Context: an optimization exercise on an open-source flow, tuned for small area. The choices shown serve that exercise and are no tape-out recipe. In this exercise RTL edits were held to simulation tests only and were not proved equivalent to the original. No activity file was given, so power comes from the tool's default toggle rates.

**flow/config.mk**
```make
export PLATFORM = sky130hd
export DESIGN_NAME = crc16_walk
export DESIGN_NICKNAME = crc16_walk
export VERILOG_FILES = /design/flow/design.v
export SDC_FILE = /design/flow/constraint.sdc
export NUM_CORES = 4
export LEC_CHECK = 0
export CAP_MARGIN = 20
export CORE_MARGIN = 2
export CORE_UTILIZATION = 40
export SLEW_MARGIN = 20
```
**flow/design.v**
```verilog
module crc16_walk (
    input  wire        clk,
    input  wire        rst,         
    input  wire        cmd_valid,
    input  wire [31:0] cmd,
    output wire        cmd_ready,
    output wire [31:0] rsp
);
    localparam [15:0] CRC_SEED = 16'hAAAA;
    localparam [15:0] CRC_FB   = 16'hAAAA;
    localparam [7:0]  XSEED    = 8'hAA;
    reg [15:0] crc;
    reg [7:0]  x_or;
    reg [16:0] pos;
    reg [4:0]  l5;         
    reg [2:0]  k3;         
    reg        dir;
    reg [7:0]  rot;
    reg [2:0]  err;
    reg [16:0] rsp_r;      
    reg [4:0]  ph;         
    reg [4:0]  wc;         
    reg [7:0]  cnt;        
    assign rsp = {15'd0, rsp_r};
    function [7:0] rotl8(input [7:0] v, input [2:0] n);
        rotl8 = (v << n) | (v >> (4'd8 - {1'b0, n}));
    endfunction
    function [15:0] crc_byte(input [15:0] r0, input [7:0] b);
        integer i;
        reg [15:0] r;
        begin
            r = r0;
            for (i = 7; i >= 0; i = i - 1)
                r = (r[15] ^ b[i]) ? ({r[14:0], 1'b0} ^ CRC_FB) : {r[14:0], 1'b0};
            crc_byte = r;
        end
    endfunction
    wire [2:0] iv  = crc[14:12] + crc[10:8] + crc[6:4] + crc[2:0];
    wire       par = ^crc;
    wire [7:0] x0  = XSEED ^ crc[15:8] ^ crc[7:0];
    wire [4:0]  op  = cmd[31:27];
    wire [4:0]  f_r = cmd[26:22];
    wire [16:0] f_v = cmd[16:0];
    wire k_nop   = (op == 5'h00);
    wire k_rst   = (op == 5'h01);
    wire k_wrr   = (op == 5'h02);
    wire k_rdr   = (op == 5'h03);
    wire k_stb   = (op == 5'h04);
    wire k_ldb   = (op == 5'h05);
    wire k_stk   = (op == 5'h06);
    wire k_rotc  = (op[4:1] == 4'b0100);    
    wire k_crci  = (op == 5'h0A);
    wire k_crcb  = (op == 5'h0B);
    wire k_crcr  = (op == 5'h0C);
    wire k_einit = (op == 5'h10);
    wire k_dinit = (op == 5'h11);
    wire k_step  = (op[4:1] == 4'b1001);    
    wire k_walk  = (op[4:1] == 4'b1010);    
    wire k_sw    = k_step | k_walk;
    wire k_nfmt  = k_nop | k_rst | k_crci | k_crcr | k_einit | k_sw;
    wire k_mem   = k_stb | k_ldb | k_stk;
    wire undef = ~(k_nfmt | k_wrr | k_rdr | k_mem | k_rotc | k_crcb | k_dinit);
    wire rsv = (k_nfmt  & (|cmd[26:0])) |
               (k_wrr   & (|cmd[21:17])) |
               (k_rdr   & (|cmd[21:0])) |
               (k_mem   & (|cmd[26:25])) |
               (k_ldb   & (|cmd[7:0])) |
               (k_rotc  & ((|cmd[26:17]) | (cmd[16] & (|cmd[15:8])))) |
               (k_crcb  & (|cmd[26:8])) |
               (k_dinit & (|cmd[26:9]));
    reg val_bad;
    always @(*) begin
        case (f_r[2:0])
            3'd0: val_bad = f_v[16];
            3'd1: val_bad = |f_v[16:8];
            3'd3: val_bad = (|f_v[2:0]) | (|f_v[16:9]) | (f_v[8:3] == 6'd0) |
                            (f_v[8] & (|f_v[7:3]));
            3'd4: val_bad = (|f_v[2:0]) | (|f_v[16:7]) | (f_v[6:3] == 4'd0) |
                            (f_v[6] & (|f_v[5:3]));
            3'd5: val_bad = |f_v[16:1];
            3'd6: val_bad = |f_v[16:8];
            default: val_bad = 1'b0;
        endcase
    end
    wire regf  = (k_wrr & (f_r >= 5'd7)) | (k_rdr & (f_r > 5'd10));
    wire valf  = k_wrr & val_bad;
    wire adrf  = ((k_stb | k_ldb) & (|cmd[24:16])) | (k_stk & (|cmd[24:14]));
    wire posf  = k_sw & ((|pos[16:8]) | (pos[7:3] > l5));
    wire [2:0] fault = undef ? 3'd1 : rsv ? 3'd2 : regf ? 3'd3 :
                       valf ? 3'd4 : adrf ? 3'd5 : posf ? 3'd6 : 3'd0;
    wire ok    = (fault == 3'd0);
    wire noerr = (err == 3'd0);
    wire slow   = ok & (noerr ? (k_mem | k_crcr | k_sw) : k_ldb);
    wire active = cmd_valid & slow;
    wire [7:0] addr = k_sw ? pos[7:0] : k_crcr ? cnt : cmd[15:8];
    wire       bmatch = (ph == addr[4:0]);
    wire       kmatch = (ph[2:0] == cmd[10:8]);
    wire       match  = k_stk ? kmatch : bmatch;
    reg [2:0] kring;
    always @(*) begin
        case (k3)
            3'd0: kring = 3'd0;
            3'd1: kring = pos[7:3] % 5'd2;
            3'd2: kring = pos[7:3] % 5'd3;
            3'd3: kring = pos[7:3] % 5'd4;
            3'd4: kring = pos[7:3] % 5'd5;
            3'd5: kring = pos[7:3] % 5'd6;
            3'd6: kring = pos[7:3] % 5'd7;
            default: kring = pos[7:3] % 5'd8;
        endcase
    end
    wire [63:0]  bheads;
    wire [63:0]  kheads;
    wire [7:0]   bhead = bheads[addr[7:5]*8 +: 8];
    wire [7:0]   khead = kheads[kring*8 +: 8];
    wire         bwe;
    wire [7:0]   bwd;
    wire         kwe = active & k_stk & kmatch;
    genvar j;
    generate
        for (j = 0; j < 8; j = j + 1) begin : gbuf
            reg [255:0] r;
            always @(posedge clk)
                r <= {(bwe && addr[7:5] == j) ? bwd : r[7:0], r[255:8]};
            assign bheads[j*8 +: 8] = r[7:0];
        end
        for (j = 0; j < 8; j = j + 1) begin : gkey
            reg [63:0] r;
            always @(posedge clk)
                r <= {(kwe && cmd[13:11] == j) ? cmd[7:0] : r[7:0], r[63:8]};
            assign kheads[j*8 +: 8] = r[7:0];
        end
    endgenerate
    wire       enc = ~op[0];                   
    wire [7:0] u   = x_or ^ (enc ? 8'd0 : bhead);
    wire [7:0] bs  = khead ^ u;
    wire [7:0] rin = bhead ^ (enc ? bs : 8'd0);
    wire [2:0] ra  = k_rotc ? (op[0] ? 3'd0 : cmd[2:0]) : (enc ? bs[2:0] : bs[6:4]);
    wire [2:0] rb  = k_rotc ? (op[0] ? cmd[2:0] : 3'd0) : (enc ? bs[6:4] : bs[2:0]);
    wire [7:0] rv  = k_rotc ? (cmd[16] ? rot : cmd[15:8]) : rin;
    wire [7:0] rr  = rotl8(rv, ra - rb);
    wire [7:0] wout = rr ^ (enc ? 8'd0 : bs);
    wire [7:0] x_nx = x_or ^ (enc ? wout : bhead);
    assign bwe = active & bmatch & (k_stb | k_sw);
    assign bwd = k_stb ? cmd[7:0] : wout;
    wire        crc_first = k_crcr & (cnt == 8'd0);
    wire [15:0] crc_nx = crc_byte(crc_first ? CRC_SEED : crc, k_crcr ? bhead : cmd[7:0]);
    wire [7:0] lnm1 = {l5, 3'b111};
    wire       down = dir ^ op[0];
    wire [7:0] pos_nx = down ? ((pos[7:0] == 8'd0) ? lnm1 : pos[7:0] - 8'd1)
                             : ((pos[7:0] == lnm1) ? 8'd0 : pos[7:0] + 8'd1);
    wire [7:0] dpos = cmd[8] ? ((iv == 3'd7 && l5 == 5'd0) ? 8'd0 : {5'd0, iv} + 8'd1)
                             : ((iv == 3'd0) ? lnm1 : {5'd0, iv} - 8'd1);
    reg [16:0] reg_val;
    always @(*) begin
        case (f_r[3:0])
            4'd0:    reg_val = {1'b0, crc};
            4'd1:    reg_val = {9'd0, x_or};
            4'd2:    reg_val = pos;
            4'd3:    reg_val = {8'd0, {1'b0, l5} + 6'd1, 3'd0};
            4'd4:    reg_val = {10'd0, {1'b0, k3} + 4'd1, 3'd0};
            4'd5:    reg_val = {16'd0, dir};
            4'd6:    reg_val = {9'd0, rot};
            4'd7:    reg_val = {14'd0, iv};
            4'd8:    reg_val = {16'd0, par};
            4'd9:    reg_val = {9'd0, x0};
            default: reg_val = {14'd0, err};
        endcase
    end
    wire last_win = (k_walk | k_crcr) ? (cnt == lnm1) : 1'b1;
    wire done     = (wc == 5'd31) & last_win;
    assign cmd_ready = ~(cmd_valid & slow & ~done);
    wire acc = cmd_valid & cmd_ready & ~rst;
    always @(posedge clk)
        ph <= ph + 5'd1;
    always @(posedge clk) begin
        wc  <= active ? wc + 5'd1 : 5'd0;
        cnt <= (~active | acc) ? 8'd0 :
               (k_ldb & bmatch) ? bhead : cnt + {7'd0, wc == 5'd31};
    end
    always @(posedge clk) begin
        if (rst) begin
            crc   <= CRC_SEED;
            x_or  <= 8'd0;
            pos   <= 17'd0;
            l5    <= 5'd0;
            k3    <= 3'd0;
            dir   <= 1'b0;
            rot   <= 8'd0;
            err   <= 3'd0;
            rsp_r <= 17'd0;
        end else begin
            if (active) begin
                if (k_crcr && bmatch)
                    crc <= crc_nx;
                if (k_sw && bmatch)
                    x_or <= x_nx;
                if (k_sw && wc == 5'd31)
                    pos <= {9'd0, pos_nx};
                if (acc && k_ldb)
                    rsp_r <= {9'd0, bmatch ? bhead : cnt};
            end else if (acc) begin
                if (!noerr) begin
                    if (ok && k_rst) begin
                        crc <= CRC_SEED; x_or <= 8'd0; pos <= 17'd0;
                        l5 <= 5'd0; k3 <= 3'd0; dir <= 1'b0;
                        rot <= 8'd0; err <= 3'd0; rsp_r <= 17'd0;
                    end
                    if (ok && k_rdr)
                        rsp_r <= reg_val;
                end else if (!ok) begin
                    err <= fault;
                end else begin
                    if (k_rst) begin
                        crc <= CRC_SEED; x_or <= 8'd0; pos <= 17'd0;
                        l5 <= 5'd0; k3 <= 3'd0; dir <= 1'b0;
                        rot <= 8'd0; err <= 3'd0; rsp_r <= 17'd0;
                    end
                    if (k_wrr) begin
                        case (f_r[2:0])
                            3'd0: crc  <= f_v[15:0];
                            3'd1: x_or <= f_v[7:0];
                            3'd2: pos  <= f_v;
                            3'd3: l5   <= f_v[7:3] - 5'd1;
                            3'd4: k3   <= f_v[5:3] - 3'd1;
                            3'd5: dir  <= f_v[0];
                            default: rot <= f_v[7:0];
                        endcase
                    end
                    if (k_rdr)
                        rsp_r <= reg_val;
                    if (k_rotc)
                        rot <= rr;
                    if (k_crci)
                        crc <= CRC_SEED;
                    if (k_crcb)
                        crc <= crc_nx;
                    if (k_einit) begin
                        pos  <= {14'd0, iv};
                        dir  <= par;
                        x_or <= x0;
                    end
                    if (k_dinit) begin
                        dir  <= cmd[8];
                        x_or <= cmd[7:0];
                        pos  <= {9'd0, dpos};
                    end
                end
            end
        end
    end
endmodule
```
**flow/constraint.sdc**
```tcl
create_clock -name core_clock -period 16.0 [get_ports {clk}]
set_input_delay 3.2000 -clock core_clock [delete_from_list [all_inputs] [get_ports {clk}]]
set_output_delay 3.2000 -clock core_clock [all_outputs]
set_load 0.01 [all_outputs]
```
**flow/run.sh**
```bash
#!/bin/bash
# synth_recipe.tcl (not shown) runs the flow's synth.tcl, then flattens the netlist and writes it again
# the make line also repeats each setting of config.mk as NAME=value (left out here)
make -C /OpenROAD-flow-scripts/flow DESIGN_CONFIG=/design/flow/config.mk WORK_HOME=/design/flow/orfs CLKGATE_MAP_FILE= SYNTH_SCRIPT=/design/flow/synth_recipe.tcl finish
```
==> results.py, run 1 <==
metrics = {
    "worst_setup_path": {
        "path_class": "reg2reg",
        "r2r-end": "gbuf[1].r[248]$_DFF_P_",
        "end_kind": "flop",
        "reg2reg_depth": 44,
        "start_kind": "flop",
        "required_ns": 16.70,
        "critical_path.slowest_cell": "nor4_1",
        "reg2reg_from": "k3[0]$_SDFFE_PP0P_",
        "slowest_delay_ns": 0.79,
        "critPathMaxFanout": 20,
        "crit_path_frequent_cell": "ha_1",
        "worstPathArrival_ns": 13.91,
        "rrSetupSlack_ns": 2.79,
    },
    "drt": {
        "wire_per_inst_um": 18.0,
        "drtIter0Drc": 2376,
        "route.detailed.drc": 0,
        "first_pass_iters": 8,
        "avgViaCountPerCell": 4.54,
        "vias": 32361,
        "wirelength_um": 129000,
        "antenna_left": 0,
    },
    "timing": {
        "hold_ws_ns": 0.255,
        "fin_crit_sh": 0.825,
        "worst_slew_pin_slew_ns": 1.18,
        "slew_viol_final": 0,
        "slew_headroom": 0.215,
        "fin_ws_ns": 2.79,
        "setup_tns_ns": 0,
        "fin_skew_ns": 0.0804,
        "final-setup-viol-count": 0,
        "rsz0062_at_grt": "false",
        "hold_viol": 0,
        "post-route-min-period_ns": 13.21,
        "max_freq_ghz": 0.0757,
    },
    "grt": {
        "grt_pass1_wl_um": 193000,
        "grt-ovfl-total": 0,
        "grt_max_degree": 76,
        "grt_pass1_vias": 31540,
        "track_usage": 0.153,
        "antenna_found_initial": 12,
    },
    "place": {
        "gp_congestion": 0.918,
        "port_buffers": 52,
        "dp_cells": 6697,
        "dpl-instance-area_mm2": 0.0682,
        "dp_worst_setup_slack_ns": 2.87,
        "hpwl_um": 84000,
    },
    "clock_tree": {
        "clock_sinks": 2656,
        "root_buffer": "clkbuf_16",
        "numCtsBuffers": 228,
        "cts_resized": 0,
        "cts_setup_buffers": 0,
        "cts_buffer_depth": 3,
        "cts_tree": "yes",
        "holdBufCountCts": 0,
        "clkTransAtPathRegs_ns": 0.06,
        "insertion_delay_ns": 0.86,
        "ctsHtreeMaxLevel": 4,
    },
    "synthesis": {
        "synth-edff-count": 0,
        "synth_cells": 4568,
        "synth-async-reset-ratio": 0,
        "ys_types": 94,
        "netlist_area_mm2": 0.0652,
        "ys_seq_elements": 2656,
        "yosys_most_used_dff": "dfxtp_1",
        "yosysSeqAreaShare": 0.816,
        "ys_warn_count": 1,
        "syn-mean-instance-area_um2": 14.3,
    },
    "layout": {
        "syn2layout_area_growth_pct": 17.1,
        "layout.cells.non_filler": 7124,
        "mostFrequentLayoutCell": "dfxtp_1",
        "drive_above_1_share": 0.116,
        "fin_util": 0.471,
        "fillCellCount": 14139,
        "final_cell_mix": "dfxtp_1 (2656), nor2_1 (236), clkbuf_16 (229), nand2_1 (213), a21oi_1 (123)",
        "design_area_mm2": 0.0763,
        "nets": 4834,
    },
    "worst_hold_path": {
        "worst_hold_path_type": "reg2reg",
        "holdCritStartpoint": "gkey[5].r[20]$_DFF_P_",
        "min_to": "gkey[5].r[12]$_DFF_P_",
        "worstHoldPathCells": 0,
    },
    "pwr": {
        "power_density_mw_per_mm2": 166,
        "max-vdd-ir-drop_v": 0.000132,
        "power_frac_clock": 0.448,
        "pwr-share-seq": 0.522,
        "combPwrFrac": 0.030,
        "switching_share": 0.207,
        "total_power_mw": 12.7,
        "power.switching_mw": 2.63,
        "total_leakage_power_nw": 29.8,
        "p_int_mw": 10.1,
    },
    "floorplan": {
        "core_mm2": 0.162,
        "die_x_um": 408,
        "num_io_pins": 68,
        "dieArea_mm2": 0.166,
        "die_y_um": 408,
        "num_rows": 148,
        "start_util": 0.402,
    },
    "status": {
        "status": "finished clean",
    },
    "flow_run": {
        "maxCapViolations": 0,
    },
}
## critical path: cells and delay by family (launching register included)
| family | cells | cell delay [ns] |
|---|---|---|
| xor gates and xnor gates | 2 | 0.49 |
| adders and majority gates | 8 | 2.87 |
| muxes | 2 | 1.00 |
| AOI/OAI and AO/OA | 14 | 3.02 |
| DFF | 1 | 0.45 |
| and+or+nand+nor | 15 | 4.65 |
| buffers and inverters | 3 | 0.51 |
## registers in the layout, indices dropped and copies added, names as in the netlist, 3 cells and up
| register | cells |
|---|---|
| ph | 5 |
| k3 | 3 |
| l5 | 5 |
| x_or | 8 |
| cnt | 8 |
| rot | 8 |
| rsp_r | 17 |
| crc | 16 |
| wc | 5 |
| pos | 17 |
| err | 3 |
| gkey.r | 512 |
| gbuf.r | 2048 |
## synth_stat cells, types with 13 or more instances
library cell,count,area [um^2]
nor3_1,78,390
inv_1,60,225
nand3_1,89,445
or3_1,17,106
o22ai_1,27,169
nand2b_1,14,87.6
a31oi_1,51,319
clkbuf_1,131,492
a21oi_1,124,621
o21ai_1,23,115
a211oi_1,38,285
xnor2_1,73,639
mux2_2,59,664
o211ai_1,27,203
o21ai_0,114,571
buf_1,13,48.8
nor2b_1,17,106
nor4_1,26,163
xor2_1,34,298
nand2_1,213,800
buf_4,18,135
and3_1,21,131
a22oi_1,36,270
ha_1,42,526
mux2i_1,59,591
nor2_1,237,890
mux4_2,22,495
nand4_1,18,113
dfxtp_1,2656,53200
o31ai_1,14,105
## worst max path at each step
stage | from | to | slack [ns]
CTS | k3[0]$_SDFFE_PP0P_ | gbuf[1].r[248]$_DFF_P_ | 2.83
global placement | k3[0]$_SDFFE_PP0P_ | gbuf[7].r[248]$_DFF_P_ | 3.03
detailed placement | k3[0]$_SDFFE_PP0P_ | gbuf[1].r[248]$_DFF_P_ | 2.87
global route | k3[0]$_SDFFE_PP0P_ | gbuf[1].r[248]$_DFF_P_ | 1.98
finish | k3[0]$_SDFFE_PP0P_ | gbuf[1].r[248]$_DFF_P_ | 2.79
floorplan | k3[0]$_SDFFE_PP0P_ | gbuf[3].r[253]$_DFF_P_ | 5.33
## cell type report
| cell class | instances | area [um^2] | area share |
|---|---|---|---|
| timing repair buffer | 111 | 948 | 0.0124 |
| multi-input combinational | 1691 | 11100 | 0.146 |
| sequential | 2656 | 53200 | 0.697 |
| clock inverter | 101 | 1500 | 0.0196 |
| inverter | 64 | 240 | 0.00315 |
| tap | 2175 | 2720 | 0.0357 |
| clock buffer | 321 | 6610 | 0.0865 |
| antenna | 5 | 12.5 | 0.000164 |
## per-layer routing
metal / GRT usage / wire length [um]
met1: 0.209 / 60600
met2: 0.233 / 55800
met3: 0.0334 / 7180
met4: 0.0693 / 4920
met5: 0 / 14
## kinds of logic (layout without fill, tap and decap cells)
group | count (synthesis) | in the layout | share of synthesized area
other cells | 1 | 20 | 0.0000575
compound gates | 579 | 579 | 0.0594
buf+inv | 235 | 597 | 0.0149
flops | 2656 | 2656 | 0.816
simple gates | 798 | 798 | 0.0576
xor+xnor | 108 | 108 | 0.0147
mux | 144 | 144 | 0.0277
fa+ha+maj | 47 | 47 | 0.00960
## power by group through the flow
| stage | Combinational [mW] | Sequential [mW] | Clock, mW |
|---|---|---|---|
| CTS | 0.376 | 6.62 | 5.83 |
| floorplan | 0.264 | 6.77 | 0 |
| finish | 0.380 | 6.62 | 5.68 |
| global route | 0.409 | 6.62 | 6.10 |
| detailed placement | 0.374 | 6.77 | 0 |
| global placement | 0.375 | 6.77 | 0 |
==> inputs of run 2 (changes only) <==
--- a/flow/design.v
+++ b/flow/design.v
@@ -18,7 +18,7 @@
     reg [7:0]  rot;
     reg [2:0]  err;
     reg [16:0] rsp_r;      
-    reg [4:0]  ph;         
+    reg [5:0]  ph;         
     reg [4:0]  wc;         
     reg [7:0]  cnt;        
     assign rsp = {15'd0, rsp_r};
@@ -93,9 +93,8 @@
     wire slow   = ok & (noerr ? (k_mem | k_crcr | k_sw) : k_ldb);
     wire active = cmd_valid & slow;
     wire [7:0] addr = k_sw ? pos[7:0] : k_crcr ? cnt : cmd[15:8];
-    wire       bmatch = (ph == addr[4:0]);
-    wire       kmatch = (ph[2:0] == cmd[10:8]);
-    wire       match  = k_stk ? kmatch : bmatch;
+    wire       bmatch = (ph[4:0] == addr[4:0]);
+    wire       kmatch = (ph == cmd[13:8]);
     reg [2:0] kring;
     always @(*) begin
         case (k3)
@@ -110,9 +109,10 @@
         endcase
     end
     wire [63:0]  bheads;
-    wire [63:0]  kheads;
+    wire [63:0]  ktaps;
+    wire [2:0]   ktap  = kring - ph[5:3];
     wire [7:0]   bhead = bheads[addr[7:5]*8 +: 8];
-    wire [7:0]   khead = kheads[kring*8 +: 8];
+    wire [7:0]   khead = ktaps[ktap*8 +: 8];
     wire         bwe;
     wire [7:0]   bwd;
     wire         kwe = active & k_stk & kmatch;
@@ -124,11 +124,13 @@
                 r <= {(bwe && addr[7:5] == j) ? bwd : r[7:0], r[255:8]};
             assign bheads[j*8 +: 8] = r[7:0];
         end
-        for (j = 0; j < 8; j = j + 1) begin : gkey
-            reg [63:0] r;
-            always @(posedge clk)
-                r <= {(kwe && cmd[13:11] == j) ? cmd[7:0] : r[7:0], r[63:8]};
-            assign kheads[j*8 +: 8] = r[7:0];
+    endgenerate
+    reg [511:0] kr;
+    always @(posedge clk)
+        kr <= {kwe ? cmd[7:0] : kr[7:0], kr[511:8]};
+    generate
+        for (j = 0; j < 8; j = j + 1) begin : gtap
+            assign ktaps[j*8 +: 8] = kr[j*64 +: 8];
         end
     endgenerate
     wire       enc = ~op[0];                   
@@ -167,12 +169,12 @@
             default: reg_val = {14'd0, err};
         endcase
     end
-    wire last_win = (k_walk | k_crcr) ? (cnt == lnm1) : 1'b1;
+    wire last_win = (k_walk | k_crcr) ? (cnt == lnm1) : k_stk ? cnt[0] : 1'b1;
     wire done     = (wc == 5'd31) & last_win;
     assign cmd_ready = ~(cmd_valid & slow & ~done);
     wire acc = cmd_valid & cmd_ready & ~rst;
     always @(posedge clk)
-        ph <= ph + 5'd1;
+        ph <= ph + 6'd1;
     always @(posedge clk) begin
         wc  <= active ? wc + 5'd1 : 5'd0;
         cnt <= (~active | acc) ? 8'd0 :
--- a/flow/config.mk
+++ b/flow/config.mk
@@ -5,7 +5,10 @@
 export SDC_FILE = /design/flow/constraint.sdc
 export NUM_CORES = 4
 export LEC_CHECK = 0
+export ABC_AREA = 1
 export CAP_MARGIN = 20
 export CORE_MARGIN = 2
-export CORE_UTILIZATION = 40
+export CORE_UTILIZATION = 65
+export CTS_CLUSTER_DIAMETER = 80
+export CTS_CLUSTER_SIZE = 30
 export SLEW_MARGIN = 20
==> run 2 against run 1 <==
Still clean. First-iteration DRC count is 62% higher. Critical path depth up 11. Register-to-register slack gained 1.4 ns. Critical path type unchanged. Largest cell class unchanged. Largest power group unchanged.
==> results.py, run 2 <==
metrics = {
    "layout": {
        "final_cell_mix": "dfxtp_1 (2657), nand2_1 (655), inv_1 (232), o21ai_0 (216), nand3_1 (199)",
        "top_register": "gbuf.r",
        "regArea_mm2": 0.0532,
        "fillCellCount": 5911,
        "multi_input_area_mm2": 0.0101,
        "syn2layout_area_growth_pct": 7.43,
        "layout.cells.non_filler": 6300,
        "nets": 5080,
        "mostFrequentLayoutCell": "dfxtp_1",
        "drive_above_1_share": 0.0489,
        "largest_reg_flops": 2048,
        "reg.largest.list": "gbuf.r x2048, kr x512",
    },
    "timing": {
        "hold_ws_ns": 0.307,
        "post-route-min-period_ns": 11.83,
        "hold_viol": 0,
        "worst_slew_pin_slew_ns": 1.14,
        "slew_viol_final": 0,
        "max_freq_ghz": 0.0846,
        "fin_skew_ns": 0.0596,
        "fin_ws_ns": 4.17,
        "setup_tns_ns": 0,
        "final-setup-viol-count": 0,
        "rsz0062_at_grt": "false",
        "slew_headroom": 0.235,
        "fin_crit_sh": 0.739,
    },
    "synthesis": {
        "synth-async-reset-ratio": 0,
        "yosys.area.top_type": "dfxtp_1",
        "ys_seq_elements": 2657,
        "syn-mean-instance-area_um2": 13.2,
        "yosysSeqAreaShare": 0.822,
        "ys_types": 65,
        "yosys_most_used_dff": "dfxtp_1",
        "synth_top_cell_area_share": 0.822,
        "netlist_area_mm2": 0.0647,
        "synth_commonest_cells": "dfxtp_1 (2657), nand2_1 (656), inv_1 (232)",
        "synthTopCellsByArea": "dfxtp_1 (82%), nand2_1 (3.8%), o21ai_0 (1.7%), nand3_1 (1.5%), inv_1 (1.3%)",
        "synth-edff-count": 0,
        "yosysMostFrequentCell": "dfxtp_1",
        "ys_warn_count": 1,
        "synth_cells": 4916,
    },
    "floorplan": {
        "num_io_pins": 68,
        "dieArea_mm2": 0.102,
        "start_util": 0.657,
        "num_rows": 115,
        "die_y_um": 320,
        "core_mm2": 0.0986,
        "die_x_um": 320,
    },
    "drt": {
        "first_pass_iters": 6,
        "route.detailed.drc": 0,
        "wire_per_inst_um": 25.1,
        "antenna_left": 0,
        "avgViaCountPerCell": 5.48,
        "wirelength_um": 158000,
        "drtIter0Drc": 3855,
        "vias": 34515,
    },
    "grt": {
        "grt_max_degree": 44,
        "antenna_found_initial": 17,
        "grt_pass1_wl_um": 233000,
        "grtUsageMet3": 0.0538,
        "grt-ovfl-total": 0,
        "busiest_layer": "met2",
        "grt_use_met1": 0.411,
        "met2_usage": 0.506,
        "track_usage": 0.310,
        "grt_pass1_vias": 35139,
    },
    "pwr": {
        "power_density_mw_per_mm2": 157,
        "total_leakage_power_nw": 28.1,
        "max-vdd-ir-drop_v": 0.000193,
        "total_power_mw": 10.9,
    },
    "worst_setup_path": {
        "worstPathArrival_ns": 12.49,
        "end_kind": "flop",
        "required_ns": 16.66,
        "reg2reg_depth": 55,
        "critPathMaxFanout": 17,
        "rrSetupSlack_ns": 4.17,
        "reg2reg_from": "k3[0]$_SDFFE_PP0P_",
        "path_class": "reg2reg",
        "critical_path.slowest_cell": "fa_1",
        "r2r-end": "gbuf[1].r[252]$_DFF_P_",
        "slowest_delay_ns": 0.98,
        "start_kind": "flop",
        "crit_path_frequent_cell": "nand2_1",
    },
    "clock_tree": {
        "ctsHtreeMaxLevel": 3,
        "clkTransAtPathRegs_ns": 0.12,
        "clock_sinks": 2657,
        "root_buffer": "clkbuf_16",
        "insertion_delay_ns": 0.76,
        "holdBufCountCts": 0,
        "cts_setup_buffers": 0,
        "cts_tree": "yes",
        "cts_buffer_depth": 3,
        "numCtsBuffers": 103,
        "cts_resized": 0,
    },
    "flow_run": {
        "maxCapViolations": 0,
    },
    "worst_hold_path": {
        "worstHoldPathCells": 0,
        "worst_hold_path_type": "reg2reg",
        "min_to": "kr[40]$_DFF_P_",
        "holdCritStartpoint": "kr[48]$_DFF_P_",
    },
    "place": {
        "gp_congestion": 0.993,
        "port_buffers": 52,
        "hpwl_um": 95700,
        "dp_worst_setup_slack_ns": 4.54,
        "dp_cells": 6177,
    },
    "status": {
        "status": "finished clean",
    },
}
==> run 2: cell count changes in the layout (fill, tap and decap cells not counted), sizes merged, moves of 49 or more <==
cell / previous run / this run
o21ai: 139 / 251
mux2: 61 / 0
nand2: 213 / 684
nand3: 90 / 205
nor3: 81 / 32
mux2i: 61 / 0
nor2: 238 / 163
inv: 68 / 259
clkbuf: 321 / 105
==> run 2: layout make-up <==
cell class / count / area share
Timing Repair Buffer: 83 / 0.0108
Clock inverter: 13 / 0.00410
Sequential cell: 2657 / 0.765
Antenna cell: 5 / 0.000180
Multi-Input combinational cell: 1889 / 0.145
Clock buffer: 105 / 0.0378
Tap cell: 1287 / 0.0232
Inverter: 261 / 0.0141
==> run 2: critical path, delay by kind of cell (launching register included) <==
kind	cells	cell delay, ns
buffers and inverters	9	1.27
AOI/OAI and AO/OA	16	3.52
adders and majority gates	10	4.16
and+or+nand+nor	20	2.28
DFF	1	0.48
==> run 2: logic make-up (layout without fill, tap and decap cells) <==
logic type / Yosys count / after routing / synth area share
AND/OR/NAND/NOR: 1164 / 1164 / 0.0793
flip-flops: 2657 / 2657 / 0.822
adder cells (fa/ha/maj): 50 / 50 / 0.0104
other: 1 / 20 / 0.0000579
buffers and inverters: 384 / 462 / 0.0240
AO/OA/AOI/OAI: 577 / 577 / 0.0531
XOR/XNOR: 83 / 83 / 0.0113
==> run 2: routing by layer <==
layer  wire [um]  up-vias
met4        7760       12
met1       65000    16564
met3       10800      477
met5          79        -
met2       74300     1618
li1            -    15844
==> run 2: worst max-delay path by stage <==
stage | start | end | slack [ns]
after detailed placement | k3[0]$_SDFFE_PP0P_ | gbuf[1].r[252]$_DFF_P_ | 4.54
after floorplan | k3[0]$_SDFFE_PP0P_ | gbuf[0].r[249]$_DFF_P_ | 6.96
final | k3[0]$_SDFFE_PP0P_ | gbuf[1].r[252]$_DFF_P_ | 4.17
after global placement | k3[0]$_SDFFE_PP0P_ | gbuf[6].r[252]$_DFF_P_ | 4.82
after global routing | k3[0]$_SDFFE_PP0P_ | gbuf[1].r[252]$_DFF_P_ | 3.29
after CTS | k3[0]$_SDFFE_PP0P_ | gbuf[1].r[252]$_DFF_P_ | 4.33
==> run 2: through the flow <==
step | cell area [um^2] | util
floorplan | 64800 | -
global placement | 66600 | 0.676
detailed placement | 66600 | 0.676
finish | 69500 | 0.705
CTS | 69500 | 0.705
global route | 69500 | 0.705
==> run 2: power by group <==
part           switching [mW]  internal (mW)  leakage [nW]
Combinational           0.747          0.280          5.29
Sequential             0.0363           6.63          21.4
Clock                    1.97           1.22          1.41
==> inputs of run 3 (changes only) <==
--- a/flow/design.v
+++ b/flow/design.v
@@ -18,9 +18,10 @@
     reg [7:0]  rot;
     reg [2:0]  err;
     reg [16:0] rsp_r;      
-    reg [5:0]  ph;         
-    reg [4:0]  wc;         
+    reg [5:0]  hr;         
+    reg [5:0]  wc;         
     reg [7:0]  cnt;        
+    reg        dn;         
     assign rsp = {15'd0, rsp_r};
     function [7:0] rotl8(input [7:0] v, input [2:0] n);
         rotl8 = (v << n) | (v >> (4'd8 - {1'b0, n}));
@@ -93,8 +94,9 @@
     wire slow   = ok & (noerr ? (k_mem | k_crcr | k_sw) : k_ldb);
     wire active = cmd_valid & slow;
     wire [7:0] addr = k_sw ? pos[7:0] : k_crcr ? cnt : cmd[15:8];
-    wire       bmatch = (ph[4:0] == addr[4:0]);
-    wire       kmatch = (ph == cmd[13:8]);
+    wire       bmatch = (hr == addr[5:0]);
+    wire       kmatch = (hr == cmd[13:8]);
+    wire       act    = active & ~dn & (k_stk ? kmatch : bmatch);
     reg [2:0] kring;
     always @(*) begin
         case (k3)
@@ -108,20 +110,20 @@
             default: kring = pos[7:3] % 5'd8;
         endcase
     end
-    wire [63:0]  bheads;
+    wire [31:0]  bheads;
     wire [63:0]  ktaps;
-    wire [2:0]   ktap  = kring - ph[5:3];
-    wire [7:0]   bhead = bheads[addr[7:5]*8 +: 8];
+    wire [2:0]   ktap  = hr[5:3] - kring;
+    wire [7:0]   bhead = bheads[addr[7:6]*8 +: 8];
     wire [7:0]   khead = ktaps[ktap*8 +: 8];
     wire         bwe;
     wire [7:0]   bwd;
-    wire         kwe = active & k_stk & kmatch;
+    wire         kwe = act & k_stk;
     genvar j;
     generate
-        for (j = 0; j < 8; j = j + 1) begin : gbuf
-            reg [255:0] r;
+        for (j = 0; j < 4; j = j + 1) begin : gbuf
+            reg [511:0] r;
             always @(posedge clk)
-                r <= {(bwe && addr[7:5] == j) ? bwd : r[7:0], r[255:8]};
+                r <= {(bwe && addr[7:6] == j) ? bwd : r[7:0], r[511:8]};
             assign bheads[j*8 +: 8] = r[7:0];
         end
     endgenerate
@@ -137,22 +139,34 @@
     wire [7:0] u   = x_or ^ (enc ? 8'd0 : bhead);
     wire [7:0] bs  = khead ^ u;
     wire [7:0] rin = bhead ^ (enc ? bs : 8'd0);
-    wire [2:0] ra  = k_rotc ? (op[0] ? 3'd0 : cmd[2:0]) : (enc ? bs[2:0] : bs[6:4]);
-    wire [2:0] rb  = k_rotc ? (op[0] ? cmd[2:0] : 3'd0) : (enc ? bs[6:4] : bs[2:0]);
+    wire [2:0] rs  = k_rotc ? cmd[2:0] : (bs[2:0] - bs[6:4]);
+    wire [2:0] ra  = op[0] ? (3'd0 - rs) : rs;
     wire [7:0] rv  = k_rotc ? (cmd[16] ? rot : cmd[15:8]) : rin;
-    wire [7:0] rr  = rotl8(rv, ra - rb);
+    wire [7:0] rr  = rotl8(rv, ra);
     wire [7:0] wout = rr ^ (enc ? 8'd0 : bs);
-    wire [7:0] x_nx = x_or ^ (enc ? wout : bhead);
-    assign bwe = active & bmatch & (k_stb | k_sw);
+    wire [7:0] x_nx = x_or ^ (enc ? rr : bhead);
+    assign bwe = act & (k_stb | k_sw);
     assign bwd = k_stb ? cmd[7:0] : wout;
     wire        crc_first = k_crcr & (cnt == 8'd0);
-    wire [15:0] crc_nx = crc_byte(crc_first ? CRC_SEED : crc, k_crcr ? bhead : cmd[7:0]);
+    wire [15:0] crc_in = crc_first ? CRC_SEED : crc;
+    wire [7:0]  ct = crc_in[15:8] ^ (k_crcr ? bhead : cmd[7:0]);
+    wire        cA = ct[0] ^ ct[1] ^ ct[3] ^ ct[4] ^ ct[6] ^ ct[7];
+    wire        cB = ct[1] ^ ct[2] ^ ct[4] ^ ct[5] ^ ct[7];
+    wire [7:0]  clo = {cA,
+                       ct[1] ^ ct[2] ^ ct[4] ^ ct[5],
+                       ct[0] ^ ct[1] ^ ct[3] ^ ct[4],
+                       ct[1] ^ ct[2] ^ ct[4] ^ ct[6] ^ ct[7],
+                       ct[0] ^ ct[1] ^ ct[3] ^ ct[5] ^ ct[6],
+                       ct[1] ^ ct[2] ^ ct[3] ^ ct[5] ^ ct[6],
+                       cB ^ ct[0],
+                       1'b0};
+    wire [15:0] crc_nx = {crc_in[7:0] ^ {cA, cB, cA, cB, cA, cB, cA, cB}, clo};
     wire [7:0] lnm1 = {l5, 3'b111};
-    wire       down = dir ^ op[0];
-    wire [7:0] pos_nx = down ? ((pos[7:0] == 8'd0) ? lnm1 : pos[7:0] - 8'd1)
-                             : ((pos[7:0] == lnm1) ? 8'd0 : pos[7:0] + 8'd1);
-    wire [7:0] dpos = cmd[8] ? ((iv == 3'd7 && l5 == 5'd0) ? 8'd0 : {5'd0, iv} + 8'd1)
-                             : ((iv == 3'd0) ? lnm1 : {5'd0, iv} - 8'd1);
+    wire [7:0] st_in  = k_dinit ? {5'd0, iv} : pos[7:0];
+    wire       down   = k_dinit ? ~cmd[8] : (dir ^ op[0]);
+    wire [7:0] st_add = st_in + (down ? 8'hFF : 8'h01);
+    wire [7:0] pos_nx = down ? ((st_in == 8'd0) ? lnm1 : st_add)
+                             : ((st_in == lnm1) ? 8'd0 : st_add);
     reg [16:0] reg_val;
     always @(*) begin
         case (f_r[3:0])
@@ -169,16 +183,29 @@
             default: reg_val = {14'd0, err};
         endcase
     end
-    wire last_win = (k_walk | k_crcr) ? (cnt == lnm1) : k_stk ? cnt[0] : 1'b1;
-    wire done     = (wc == 5'd31) & last_win;
-    assign cmd_ready = ~(cmd_valid & slow & ~done);
+    wire multi = k_walk | k_crcr;
+    wire last  = multi ? (cnt == lnm1) : 1'b1;
+    wire run   = multi & (cnt != 8'd0) & ~dn;      
+    wire done  = dn | (act & last);
+    assign cmd_ready = ~(cmd_valid & slow & ~((wc == 6'd63) & done));
     wire acc = cmd_valid & cmd_ready & ~rst;
     always @(posedge clk)
-        ph <= ph + 6'd1;
+        hr <= hr + 6'd31;
     always @(posedge clk) begin
-        wc  <= active ? wc + 5'd1 : 5'd0;
-        cnt <= (~active | acc) ? 8'd0 :
-               (k_ldb & bmatch) ? bhead : cnt + {7'd0, wc == 5'd31};
+        if (~active | acc) begin
+            wc  <= 6'd0;
+            cnt <= 8'd0;
+            dn  <= 1'b0;
+        end else begin
+            if (~((run | (act & multi)) & ~(act & last)))
+                wc <= wc + 6'd1;
+            if (k_ldb & bmatch)
+                cnt <= bhead;
+            else if (act)
+                cnt <= cnt + 8'd1;
+            if (act & last)
+                dn <= 1'b1;
+        end
     end
     always @(posedge clk) begin
         if (rst) begin
@@ -193,12 +220,12 @@
             rsp_r <= 17'd0;
         end else begin
             if (active) begin
-                if (k_crcr && bmatch)
+                if (k_crcr && act)
                     crc <= crc_nx;
-                if (k_sw && bmatch)
+                if (k_sw && act) begin
                     x_or <= x_nx;
-                if (k_sw && wc == 5'd31)
-                    pos <= {9'd0, pos_nx};
+                    pos  <= {9'd0, pos_nx};
+                end
                 if (acc && k_ldb)
                     rsp_r <= {9'd0, bmatch ? bhead : cnt};
             end else if (acc) begin
@@ -245,7 +272,7 @@
                     if (k_dinit) begin
                         dir  <= cmd[8];
                         x_or <= cmd[7:0];
-                        pos  <= {9'd0, dpos};
+                        pos  <= {9'd0, pos_nx};
                     end
                 end
             end
==> flow/flow/run.sh (new file) <==
#!/bin/bash
# The standard layout (the standard.sh: standard synthesis, floorplan,
# power grid, placement, CTS, routing) with two knobs that ORFS reads from
# the environment:
#  - CTS without dummy loads, with clkbuf_8 leaf buffers that each drive up
#    to 16 flip-flops within 60 um;
#  - port buffers of the smallest buffer cell (every port still gets one).
# standard.sh's own output goes to standard.log; ORFS keeps each step's log
# under orfs/logs.
set -euo pipefail
export CTS_ARGS="-sink_clustering_enable -repair_clock_nets -dont_use_dummy_load -sink_clustering_size 16 -sink_clustering_max_diameter 60 -sink_clustering_buffer sky130_fd_sc_hd__clkbuf_8"
export BUFFER_PORTS_ARGS="-buffer_cell sky130_fd_sc_hd__buf_1"
bash standard.sh > standard.log 2>&1
==> flow/standard.sh (new file) <==
#!/bin/bash
# synth_recipe.tcl (not shown) runs the flow's synth.tcl, then flattens the netlist and writes it again
# the make line also repeats each setting of config.mk as NAME=value (left out here)
make -C /OpenROAD-flow-scripts/flow DESIGN_CONFIG=/design/flow/config.mk WORK_HOME=/design/flow/orfs CLKGATE_MAP_FILE= SYNTH_SCRIPT=/design/flow/synth_recipe.tcl "${@:-finish}"
--- a/flow/config.mk
+++ b/flow/config.mk
@@ -9,6 +9,4 @@
 export CAP_MARGIN = 20
 export CORE_MARGIN = 2
 export CORE_UTILIZATION = 65
-export CTS_CLUSTER_DIAMETER = 80
-export CTS_CLUSTER_SIZE = 30
 export SLEW_MARGIN = 20
removed: flow/run.sh
==> run 3 against run 2 <==
Still clean on timing, DRC and antenna. Final cell count shrank 0.98%. Clock skew grew 0.055 ns. Routed wire length decreased by 16%. Combinational power decreased by 31%. Total power shrank 4.1%. Synthesized cell count decreased by 3.0%. Sequential power barely moved. Non-clock buffer count down 4.
==> results.py, run 3 <==
metrics = {
    "status": {
        "status": "finished clean",
    },
    "layout": {
        "layout.cells.non_filler": 6238,
        "reg.largest.list": "gbuf.r x2048, kr x512",
        "final_cell_mix": "dfxtp_1 (2659), nand2_1 (531), inv_1 (248), o21ai_0 (195), nand3_1 (192)",
        "syn2layout_area_growth_pct": 6.89,
        "mostFrequentLayoutCell": "dfxtp_1",
        "regArea_mm2": 0.0532,
        "fillCellCount": 6130,
        "largest_reg_flops": 2048,
        "multi_input_area_mm2": 0.00930,
        "top_register": "gbuf.r",
        "drive_above_1_share": 0.0605,
        "nets": 5029,
    },
    "clock_tree": {
        "clkTransAtPathRegs_ns": 0.10,
        "numCtsBuffers": 193,
        "insertion_delay_ns": 0.77,
        "clock_sinks": 2659,
        "cts_setup_buffers": 0,
        "ctsHtreeMaxLevel": 4,
        "cts_tree": "yes",
        "root_buffer": "clkbuf_16",
        "cts_buffer_depth": 3,
        "cts_resized": 0,
        "holdBufCountCts": 0,
    },
    "synthesis": {
        "syn-mean-instance-area_um2": 13.4,
        "netlist_area_mm2": 0.0640,
        "synth_top_cell_area_share": 0.831,
        "synthTopCellsByArea": "dfxtp_1 (83%), nand2_1 (3.1%), o21ai_0 (1.5%), nand3_1 (1.5%), inv_1 (1.5%)",
        "ys_warn_count": 1,
        "yosys_most_used_dff": "dfxtp_1",
        "synth-async-reset-ratio": 0,
        "yosys.area.top_type": "dfxtp_1",
        "ys_seq_elements": 2659,
        "synth_cells": 4768,
        "yosysSeqAreaShare": 0.831,
        "synth-edff-count": 0,
        "yosysMostFrequentCell": "dfxtp_1",
        "synth_commonest_cells": "dfxtp_1 (2659), nand2_1 (531), inv_1 (250)",
        "ys_types": 62,
    },
    "worst_setup_path": {
        "endpoint": "gbuf[2].r[505]$_DFF_P_",
        "slowest_delay_ns": 0.95,
        "critPathMaxFanout": 33,
        "rrSetupSlack_ns": 3.86,
        "reg2reg_from": "k3[0]$_SDFFE_PP0P_",
        "startpoint": "k3[0]$_SDFFE_PP0P_",
        "required_ns": 16.58,
        "start_kind": "flop",
        "crit_path_frequent_cell": "nand2_1",
        "critical_path.slowest_cell": "ha_1",
        "path_class": "reg2reg",
        "r2r-end": "gbuf[2].r[505]$_DFF_P_",
        "end_kind": "flop",
        "worstPathArrival_ns": 12.72,
        "reg2reg_depth": 63,
    },
    "grt": {
        "track_usage": 0.266,
        "grt-ovfl-total": 0,
        "grt_max_degree": 45,
        "antenna_found_initial": 6,
        "grt_pass1_wl_um": 202000,
        "grt_pass1_vias": 33023,
    },
    "timing": {
        "fin_crit_sh": 0.759,
        "setup_tns_ns": 0,
        "hold_viol": 0,
        "slew_headroom": 0.306,
        "worst_slew_pin_slew_ns": 1.02,
        "fin_skew_ns": 0.114,
        "post-route-min-period_ns": 12.14,
        "fin_ws_ns": 3.86,
        "slew_viol_final": 0,
        "max_freq_ghz": 0.0824,
        "final-setup-viol-count": 0,
        "rsz0062_at_grt": "false",
    },
    "pwr": {
        "power_density_mw_per_mm2": 152,
        "max-vdd-ir-drop_v": 0.000116,
        "total_leakage_power_nw": 27.6,
    },
    "drt": {
        "first_pass_iters": 6,
        "wire_per_inst_um": 21.3,
        "wirelength_um": 133000,
        "antenna_left": 0,
        "drtIter0Drc": 2710,
        "route.detailed.drc": 0,
        "avgViaCountPerCell": 5.17,
        "vias": 32256,
    },
    "floorplan": {
        "die_y_um": 318,
        "num_io_pins": 68,
        "core_mm2": 0.0980,
        "num_rows": 115,
        "dieArea_mm2": 0.101,
        "start_util": 0.654,
        "die_x_um": 318,
    },
    "place": {
        "gp_congestion": 1.02,
        "port_buffers": 52,
        "dp_cells": 6039,
        "dp_worst_setup_slack_ns": 4.02,
        "hpwl_um": 83700,
    },
    "worst_hold_path": {
        "worst_hold_path_type": "reg2reg",
    },
    "flow_run": {
        "maxCapViolations": 0,
    },
}
[run 3: cell types whose count changed in the layout (fill, tap and decap cells not counted), sizes merged, moves of 18 or more]
cell	previous run	this run
buf	31	78
o21ai	251	229
clkbuf	105	194
clkdlybuf4s50	52	0
o221ai	20	2
nand2	684	541
a211oi	32	8
[run 3: critical path: cells and delay by family, from the launching register on]
kind	cells	cell delay [ns]
AO/OA/AOI/OAI	12	2.32
adder cells (fa/ha/maj)	9	3.49
buffers and inverters	11	1.98
flip-flops	1	0.45
AND/OR/NAND/NOR	31	3.73
[run 3: layer usage]
layer | part of all wire | up-vias | track usage
li1 | - | 15502 | -
met1 | 0.44 | 15230 | 0.360
met2 | 0.46 | 1179 | 0.424
met3 | 0.058 | 343 | 0.0441
met4 | 0.045 | 2 | 0.123
met5 | 0.000090 | - | 0
[run 3: per-stage QoR]
stage	hold WS (ns)	power [mW]	area (um^2)	util
floorplan	0.310	7.29	64100	-
global placement	0.310	7.51	65600	0.669
detailed placement	0.312	7.50	65600	0.669
CTS	0.272	10.5	68400	0.699
global route	0.279	10.8	68500	0.699
finish	0.276	10.4	68500	0.699
[run 3: cells by family after synthesis]
| family | Yosys count | synth area share |
|---|---|---|
| xor+xnor | 91 | 0.0128 |
| fa+ha+maj | 47 | 0.0100 |
| buf+inv | 390 | 0.0244 |
| compound gates | 566 | 0.0516 |
| flops | 2659 | 0.831 |
| simple gates | 1014 | 0.0700 |
| other cells | 1 | 0.0000586 |
[run 3: worst min path at each step]
stage                           start                      to  slack, ns  cells past startpoint
2_1_floorplan    gbuf[0].r[8]$_DFF_P_    gbuf[0].r[0]$_DFF_P_       0.31                      0
3_3_place_gp          kr[240]$_DFF_P_         kr[232]$_DFF_P_       0.31                      0
3_5_place_dp   gbuf[0].r[115]$_DFF_P_  gbuf[0].r[107]$_DFF_P_       0.31                      0
4_1_cts         gbuf[2].r[55]$_DFF_P_   gbuf[2].r[47]$_DFF_P_       0.27                      0
5_1_grt         gbuf[2].r[55]$_DFF_P_   gbuf[2].r[47]$_DFF_P_       0.28                      0
6_report        gbuf[2].r[55]$_DFF_P_   gbuf[2].r[47]$_DFF_P_       0.28                      0
[run 3: final cells by class]
type | count | area share
Tap cell | 1287 | 0.0235
Clock buffer | 193 | 0.0416
Timing Repair Buffer | 79 | 0.00583
Antenna cell | 6 | 0.000219
Sequential cell | 2659 | 0.778
Inverter | 281 | 0.0154
Multi-Input combinational cell | 1733 | 0.136
[run 3: power breakdown]
| part | total [mW] | switching, mW | internal [mW] |
|---|---|---|---|
| Combinational | 0.713 | 0.503 | 0.210 |
| Sequential | 6.66 | 0.0275 | 6.63 |
| Clock | 3.07 | 1.89 | 1.18 |
==> inputs of run 4 (changes only) <==
==> flow/flow/run.sh (replaced) <==
#!/bin/bash
# The standard layout (the standard.sh: standard synthesis, floorplan,
# power grid, placement, CTS, routing) with two knobs that ORFS reads from
# the environment:
#  - CTS without dummy loads, with clkbuf_8 leaf buffers that each drive up
#    to 18 flip-flops within 60 um;
#  - port buffers of the smallest buffer cell (every port still gets one).
# standard.sh's own output goes to standard.log; ORFS keeps each step's log
# under orfs/logs.
set -euo pipefail
export CTS_ARGS="-sink_clustering_enable -repair_clock_nets -dont_use_dummy_load -sink_clustering_size 18 -sink_clustering_max_diameter 60 -sink_clustering_buffer sky130_fd_sc_hd__clkbuf_8"
export BUFFER_PORTS_ARGS="-buffer_cell sky130_fd_sc_hd__buf_1"
bash standard.sh > standard.log 2>&1
==> run 4 against run 3 <==
Core utilization decreased by 0.27 points. Via count is 0.84% lower. Combinational power about the same. Clock power shrank 5%. Maximum frequency is 0.67% lower. Global-route usage shrank 0.76 points. Design area fell by 0.39%. Sequential cell count stayed put. Routed wire length shrank 2.7%. Die area unchanged. Sequential power about the same.
==> results.py, run 4 <==
metrics = {
    "worst_setup_path": {
        "slowest_delay_ns": 0.97,
        "path_class": "reg2reg",
        "critical_path.slowest_cell": "ha_1",
        "worstPathArrival_ns": 12.80,
        "r2r-end": "gbuf[2].r[505]$_DFF_P_",
        "critPathMaxFanout": 33,
        "start_kind": "flop",
        "rrSetupSlack_ns": 3.78,
        "reg2reg_from": "k3[0]$_SDFFE_PP0P_",
        "end_kind": "flop",
        "required_ns": 16.58,
        "path_depth": 63,
        "cp_num_buf_inv": 11,
        "crit_path_frequent_cell": "nand2_1",
        "path_delay_family": "simple AND/OR/NAND/NOR gates",
        "reg2reg_depth": 63,
    },
    "synthesis": {
        "yosys.area.top_type": "dfxtp_1",
        "ys_seq_elements": 2659,
        "syn-mean-instance-area_um2": 13.4,
        "synth_top_cell_area_share": 0.831,
        "ys_types": 62,
        "yosysSeqAreaShare": 0.831,
        "synth_cells": 4768,
        "synth-async-reset-ratio": 0,
        "synth-edff-count": 0,
        "yosysMostFrequentCell": "dfxtp_1",
        "yosys_most_used_dff": "dfxtp_1",
        "ys_warn_count": 1,
        "synth_commonest_cells": "dfxtp_1 (2659), nand2_1 (531), inv_1 (250)",
        "synthTopCellsByArea": "dfxtp_1 (83%), nand2_1 (3.1%), o21ai_0 (1.5%), nand3_1 (1.5%), inv_1 (1.5%)",
        "netlist_area_mm2": 0.0640,
    },
    "grt": {
        "antenna_found_initial": 12,
        "grt-ovfl-total": 0,
        "grt_max_degree": 45,
        "grt_pass1_wl_um": 196000,
        "track_usage": 0.258,
        "grt_pass1_vias": 32271,
    },
    "clock_tree": {
        "insertion_delay_ns": 0.76,
        "cts_resized": 0,
        "ctsHtreeMaxLevel": 4,
        "clock_sinks": 2659,
        "cts_setup_buffers": 0,
        "root_buffer": "clkbuf_16",
        "holdBufCountCts": 0,
        "numCtsBuffers": 174,
        "cts_buffer_depth": 3,
        "cts_tree": "yes",
        "clkTransAtPathRegs_ns": 0.10,
    },
    "layout": {
        "final_cell_mix": "dfxtp_1 (2659), nand2_1 (531), inv_1 (248), o21ai_0 (195), nand3_1 (192)",
        "design_area_mm2": 0.0682,
        "drive_above_1_share": 0.0568,
        "reg.largest.list": "gbuf.r x2048, kr x512",
        "nets": 5010,
        "largest_reg_flops": 2048,
        "top_register": "gbuf.r",
        "fillCellCount": 6203,
        "mostFrequentLayoutCell": "dfxtp_1",
        "syn2layout_area_growth_pct": 6.48,
    },
    "drt": {
        "drtIter0Drc": 2617,
        "antenna_left": 0,
        "first_pass_iters": 6,
        "wire_per_inst_um": 20.8,
        "avgViaCountPerCell": 5.14,
        "vias": 31986,
        "route.detailed.drc": 0,
        "wirelength_um": 129000,
    },
    "timing": {
        "post-route-min-period_ns": 12.22,
        "fin_ws_ns": 3.78,
        "hold_viol": 0,
        "setup_tns_ns": 0,
        "slew_viol_final": 0,
        "slew_headroom": 0.301,
        "rsz0062_at_grt": "false",
        "max_freq_ghz": 0.0818,
        "fin_skew_ns": 0.110,
        "fin_crit_sh": 0.764,
        "final-setup-viol-count": 0,
        "hold_ws_ns": 0.271,
        "worst_slew_pin_slew_ns": 1.02,
    },
    "pwr": {
        "power_density_mw_per_mm2": 151,
        "total_leakage_power_nw": 27.4,
        "max-vdd-ir-drop_v": 0.000126,
        "total_power_mw": 10.3,
    },
    "floorplan": {
        "dieArea_mm2": 0.101,
        "core_mm2": 0.0980,
        "die_y_um": 318,
        "num_io_pins": 68,
        "num_rows": 115,
        "die_x_um": 318,
        "start_util": 0.654,
    },
    "worst_hold_path": {
        "holdCritStartpoint": "kr[496]$_DFF_P_",
        "min_to": "kr[488]$_DFF_P_",
        "worstHoldPathCells": 0,
        "worst_hold_path_type": "reg2reg",
    },
    "place": {
        "dpl-instance-area_mm2": 0.0656,
        "port_buffers": 52,
        "hpwl_um": 83700,
        "gp_congestion": 1.02,
        "dp_worst_setup_slack_ns": 4.02,
    },
    "flow_run": {
        "maxCapViolations": 0,
    },
    "status": {
        "status": "finished clean",
    },
}
-- run 4: worst max-delay path by stage --
stage	from	endpoint	slack [ns]
3_3_place_gp	k3[0]$_SDFFE_PP0P_	gbuf[2].r[505]$_DFF_P_	4.26
3_5_place_dp	k3[0]$_SDFFE_PP0P_	gbuf[1].r[505]$_DFF_P_	4.02
2_1_floorplan	k3[0]$_SDFFE_PP0P_	gbuf[1].r[505]$_DFF_P_	6.55
5_1_grt	k3[0]$_SDFFE_PP0P_	gbuf[2].r[505]$_DFF_P_	2.54
4_1_cts	k3[0]$_SDFFE_PP0P_	gbuf[2].r[505]$_DFF_P_	3.90
6_report	k3[0]$_SDFFE_PP0P_	gbuf[2].r[505]$_DFF_P_	3.78
-- run 4: kinds of logic (layout without fill, tap and decap cells) --
logic type      after synthesis  count (layout)  synth area share
compound gates              566             566            0.0516
xor+xnor                     91              91            0.0128
fa+ha+maj                    47              47            0.0100
buf+inv                     390             534            0.0244
flops                      2659            2659             0.831
other cells                   1              19         0.0000586
simple gates               1014            1014            0.0700
-- run 4: per-stage QoR --
stage | utilization | instances
finish | 0.696 | 6217
detailed placement | 0.669 | 6039
global placement | 0.669 | 6039
global route | 0.696 | 6217
CTS | 0.696 | 6213
floorplan | - | 4782
-- run 4: report_power, final --
| group | switching (mW) | leakage (nW) | internal [mW] |
|---|---|---|---|
| logic | 0.502 | 4.60 | 0.210 |
| clock network | 1.84 | 1.34 | 1.08 |
| registers | 0.0274 | 21.5 | 6.63 |
| total | 2.37 | 27.4 | 7.92 |
-- run 4: area by class of cell --
class	count	area (um^2)	share of cell area
clock buffer	174	2590	0.0379
tap	1287	1610	0.0236
multi-input combinational	1733	9300	0.136
sequential	2659	53200	0.781
antenna	4	10.0	0.000147
timing repair buffer	79	399	0.00585
inverter	281	1060	0.0155
-- run 4: layer usage --
metal	global-route usage	wire [um]	share of wire
met5	0	37	0.00029
met4	0.117	5590	0.043
met3	0.0436	7490	0.058
met2	0.408	59200	0.46
met1	0.353	57000	0.44
==> inputs of run 5 (changes only) <==
==> flow/flow/run.sh (replaced) <==
#!/bin/bash
# The standard layout (standard.sh) with these changes:
#  - CTS without dummy loads, clustering up to 24 flip-flops within 80 um;
#  - port buffers of the smallest buffer cell (every port still gets one).
# standard.sh's own output goes to standard.log; ORFS keeps each step's log
# under orfs/logs.
set -euo pipefail
rm -rf scripts
cp -r "$FLOW_HOME/scripts" scripts
cp flow/abc_area.script scripts/abc_area.script
export SCRIPTS_DIR="$PWD/scripts"
export CTS_ARGS="-sink_clustering_enable -repair_clock_nets -dont_use_dummy_load -sink_clustering_size 24 -sink_clustering_max_diameter 80"
export BUFFER_PORTS_ARGS="-buffer_cell sky130_fd_sc_hd__buf_1"
bash standard.sh > standard.log 2>&1
==> flow/flow/abc_area.script (new file) <==
strash
&get -n
&st
&dch -f
&nf -R 1000
&put
topo
dnsize -c
==> run 5 against run 4 <==
Count of clock-buffer cells in the layout down 43. Hold slack better by 0.017 ns. Design area down 0.69%. Global-route usage up 0.47 points. Largest power group unchanged. Clock skew down 0.053 ns. Critical endpoint is now gbuf[1].r[505]$_DFF_P_. Sequential power about the same. Synthesized cell count down 13%. Via count down 7.7%. Combinational power down 64%. Routed wire length down 1.9%. Highest routed layer unchanged. Maximum frequency down 4.4%.
==> results.py, run 5 <==
metrics = {
    "pwr": {
        "power_frac_clock": 0.331,
        "total_power_mw": 10.3,
        "power_density_mw_per_mm2": 152,
        "total_leakage_power_nw": 26.5,
        "max-vdd-ir-drop_v": 0.000131,
        "power.switching_mw": 2.13,
        "pwr-share-seq": 0.644,
        "switching_share": 0.207,
        "p_int_mw": 8.16,
        "combPwrFrac": 0.025,
    },
    "synthesis": {
        "yosys_most_used_dff": "dfxtp_1",
        "yosysMostFrequentCell": "dfxtp_1",
        "synth-async-reset-ratio": 0,
        "synth_cells": 4165,
        "synthTopCellsByArea": "dfxtp_1 (85%), a21oi_1 (1.6%), o21ai_0 (1.5%), nor2_1 (1.4%), nand2_1 (1.3%)",
        "yosys.area.top_type": "dfxtp_1",
        "synth_commonest_cells": "dfxtp_1 (2659), nor2_1 (234), nand2_1 (216)",
        "netlist_area_mm2": 0.0623,
        "ys_warn_count": 1,
        "syn-mean-instance-area_um2": 15.0,
        "synth-edff-count": 0,
        "ys_seq_elements": 2659,
        "ys_types": 56,
        "yosysSeqAreaShare": 0.854,
        "synth_top_cell_area_share": 0.854,
    },
    "timing": {
        "setup_tns_ns": 0,
        "post-route-min-period_ns": 12.78,
        "max_freq_ghz": 0.0783,
        "fin_ws_ns": 3.22,
        "slew_headroom": 0.210,
        "worst_slew_pin_slew_ns": 1.18,
        "final-setup-viol-count": 0,
        "hold_viol": 0,
        "hold_ws_ns": 0.288,
        "fin_crit_sh": 0.798,
        "fin_skew_ns": 0.0568,
        "rsz0062_at_grt": "false",
        "slew_viol_final": 0,
    },
    "drt": {
        "antenna_left": 0,
        "first_pass_iters": 7,
        "route.detailed.drc": 0,
        "drtIter0Drc": 2635,
        "wirelength_um": 127000,
        "avgViaCountPerCell": 5.21,
        "wire_per_inst_um": 22.4,
        "vias": 29513,
    },
    "grt": {
        "antenna_found_initial": 4,
        "grt_max_degree": 53,
        "grt_pass1_wl_um": 194000,
        "grt_pass1_vias": 30810,
        "grt-ovfl-total": 0,
        "track_usage": 0.263,
    },
    "worst_setup_path": {
        "slowest_delay_ns": 0.58,
        "rrSetupSlack_ns": 3.22,
        "path_class": "reg2reg",
        "critical_path.slowest_cell": "o21ai_1",
        "reg2reg_from": "k3[0]$_SDFFE_PP0P_",
        "start_kind": "flop",
        "worstPathArrival_ns": 13.35,
        "required_ns": 16.58,
        "crit_path_frequent_cell": "ha_1",
        "critPathMaxFanout": 16,
        "startpoint": "k3[0]$_SDFFE_PP0P_",
        "end_kind": "flop",
    },
    "place": {
        "dp_cells": 5529,
        "dp_worst_setup_slack_ns": 2.89,
        "dpl-instance-area_mm2": 0.0644,
        "hpwl_um": 70200,
        "port_buffers": 52,
        "gp_congestion": 0.981,
    },
    "clock_tree": {
        "root_buffer": "clkbuf_16",
        "insertion_delay_ns": 0.75,
        "cts_tree": "yes",
        "clock_sinks": 2659,
        "cts_setup_buffers": 0,
        "cts_buffer_depth": 3,
        "numCtsBuffers": 131,
        "ctsHtreeMaxLevel": 4,
        "cts_resized": 0,
        "holdBufCountCts": 0,
        "clkTransAtPathRegs_ns": 0.09,
    },
    "floorplan": {
        "num_io_pins": 68,
        "num_rows": 113,
        "die_y_um": 314,
        "start_util": 0.656,
        "core_mm2": 0.0950,
        "dieArea_mm2": 0.0984,
        "die_x_um": 314,
    },
    "layout": {
        "syn2layout_area_growth_pct": 8.64,
        "fillCellCount": 5702,
        "drive_above_1_share": 0.0457,
        "mostFrequentLayoutCell": "dfxtp_1",
        "fin_util": 0.713,
        "reg.largest.list": "gbuf.r x2048, kr x512",
        "nets": 4481,
        "largest_reg_flops": 2048,
        "design_area_mm2": 0.0677,
        "layout.cells.non_filler": 5663,
        "final_cell_mix": "dfxtp_1 (2659), nor2_1 (234), nand2_1 (216), a21oi_1 (203), o21ai_0 (184)",
        "top_register": "gbuf.r",
    },
    "worst_hold_path": {
        "holdCritStartpoint": "gbuf[1].r[200]$_DFF_P_",
        "worst_hold_path_type": "reg2reg",
    },
    "flow_run": {
        "maxCapViolations": 0,
    },
    "status": {
        "status": "finished clean",
    },
}
run 5: cell types whose count changed in the layout (fill, tap and decap cells not counted), moves of 41 or more:
cell / previous run / this run
nand2_1: 531 / 216
inv_1: 248 / 0
clkbuf_8: 157 / 0
nand3_1: 192 / 40
clkbuf_16: 17 / 131
nor2_1: 156 / 234
a21oi_1: 153 / 203
mux2i_1: 0 / 41
xnor2_1: 41 / 82
run 5: cell type report:
class,count,area [um^2],area share
Antenna cell,1,2.50,0.0000369
Clock buffer,131,3280,0.0484
Inverter,40,150,0.00222
Multi-Input combinational cell,1463,8900,0.131
Sequential cell,2659,53200,0.786
Tap cell,1265,1580,0.0234
Timing Repair Buffer,104,587,0.00866
run 5: cells by family (layout without fill, tap and decap cells):
kind of cell             count (synthesis)  after routing  synth area share
buffers and inverters                   57            275           0.00434
AND/OR/NAND/NOR                        625            625            0.0435
adder cells (fa/ha/maj)                 47             47            0.0103
multiplexers                            68             68            0.0144
flip-flops                            2659           2659             0.854
other                                    1             16         0.0000602
XOR/XNOR                               149            149            0.0209
AO/OA/AOI/OAI                          559            559            0.0527
run 5: path summary, 6_finish.rpt:
check	depth (start not counted)	to
hold / removal	0	gbuf[1].r[192]$_DFF_P_
setup reg to reg	50	gbuf[1].r[505]$_DFF_P_
hold reg to reg	0	gbuf[1].r[192]$_DFF_P_
setup / recovery	50	gbuf[1].r[505]$_DFF_P_
run 5: power by group through the flow:
| stage | clock (mW) | sequential, mW | combinational (mW) |
|---|---|---|---|
| global placement | 0 | 6.78 | 0.251 |
| global route | 3.67 | 6.63 | 0.277 |
| CTS | 3.47 | 6.62 | 0.253 |
| floorplan | 0 | 6.78 | 0.157 |
| finish | 3.40 | 6.63 | 0.259 |
| detailed placement | 0 | 6.78 | 0.251 |
run 5: critical path, delay by kind of cell (launching register included):
| kind | cells | cell delay (ns) |
|---|---|---|
| adders and majority gates | 9 | 3.01 |
| DFF | 1 | 0.49 |
| xor gates and xnor gates | 2 | 0.37 |
| muxes | 4 | 1.44 |
| and+or+nand+nor | 9 | 1.65 |
| buffers and inverters | 8 | 1.80 |
| AOI/OAI and AO/OA | 18 | 3.82 |
run 5: routing by layer:
metal  routed length (um)  vias up  GRT usage
met4                 4540        2     0.0977
met3                 7060      280     0.0470
met1                55500    14193      0.358
met5                   12        -          0
met2                59600      967      0.426
li1                     -    14071          -

-- separate check: timing with driven ports --
Ports are ideal in the flow. The routed layouts listed here were re-timed in OpenROAD.
Step 1 assumes that a clkbuf_16 drives the clock port and a buf_2 every other input.
Step 2 moves the port delays by t, midway between the first and last clock arrival at a register: inputs arrive t later, outputs are due t later. That takes back most of the time a late clock gives input paths.
Three values: no drivers, after step 1, after step 2; two values: the first two.
run	t (ns)	slack for setup (ns)	clock arrival spread, ns
run 1	0.889	2.794 / 2.794 / 2.794	0.080 / 0.080
run 2	0.799	4.174 / 4.174 / 4.174	0.061 / 0.061
run 3	0.782	3.864 / 3.864 / 3.864	0.119 / 0.119
run 4	0.774	3.782 / 3.782 / 3.782	0.111 / 0.112
run 5	0.803	3.224 / 3.224 / 3.224	0.068 / 0.068
After both steps every run listed still meets setup and hold.
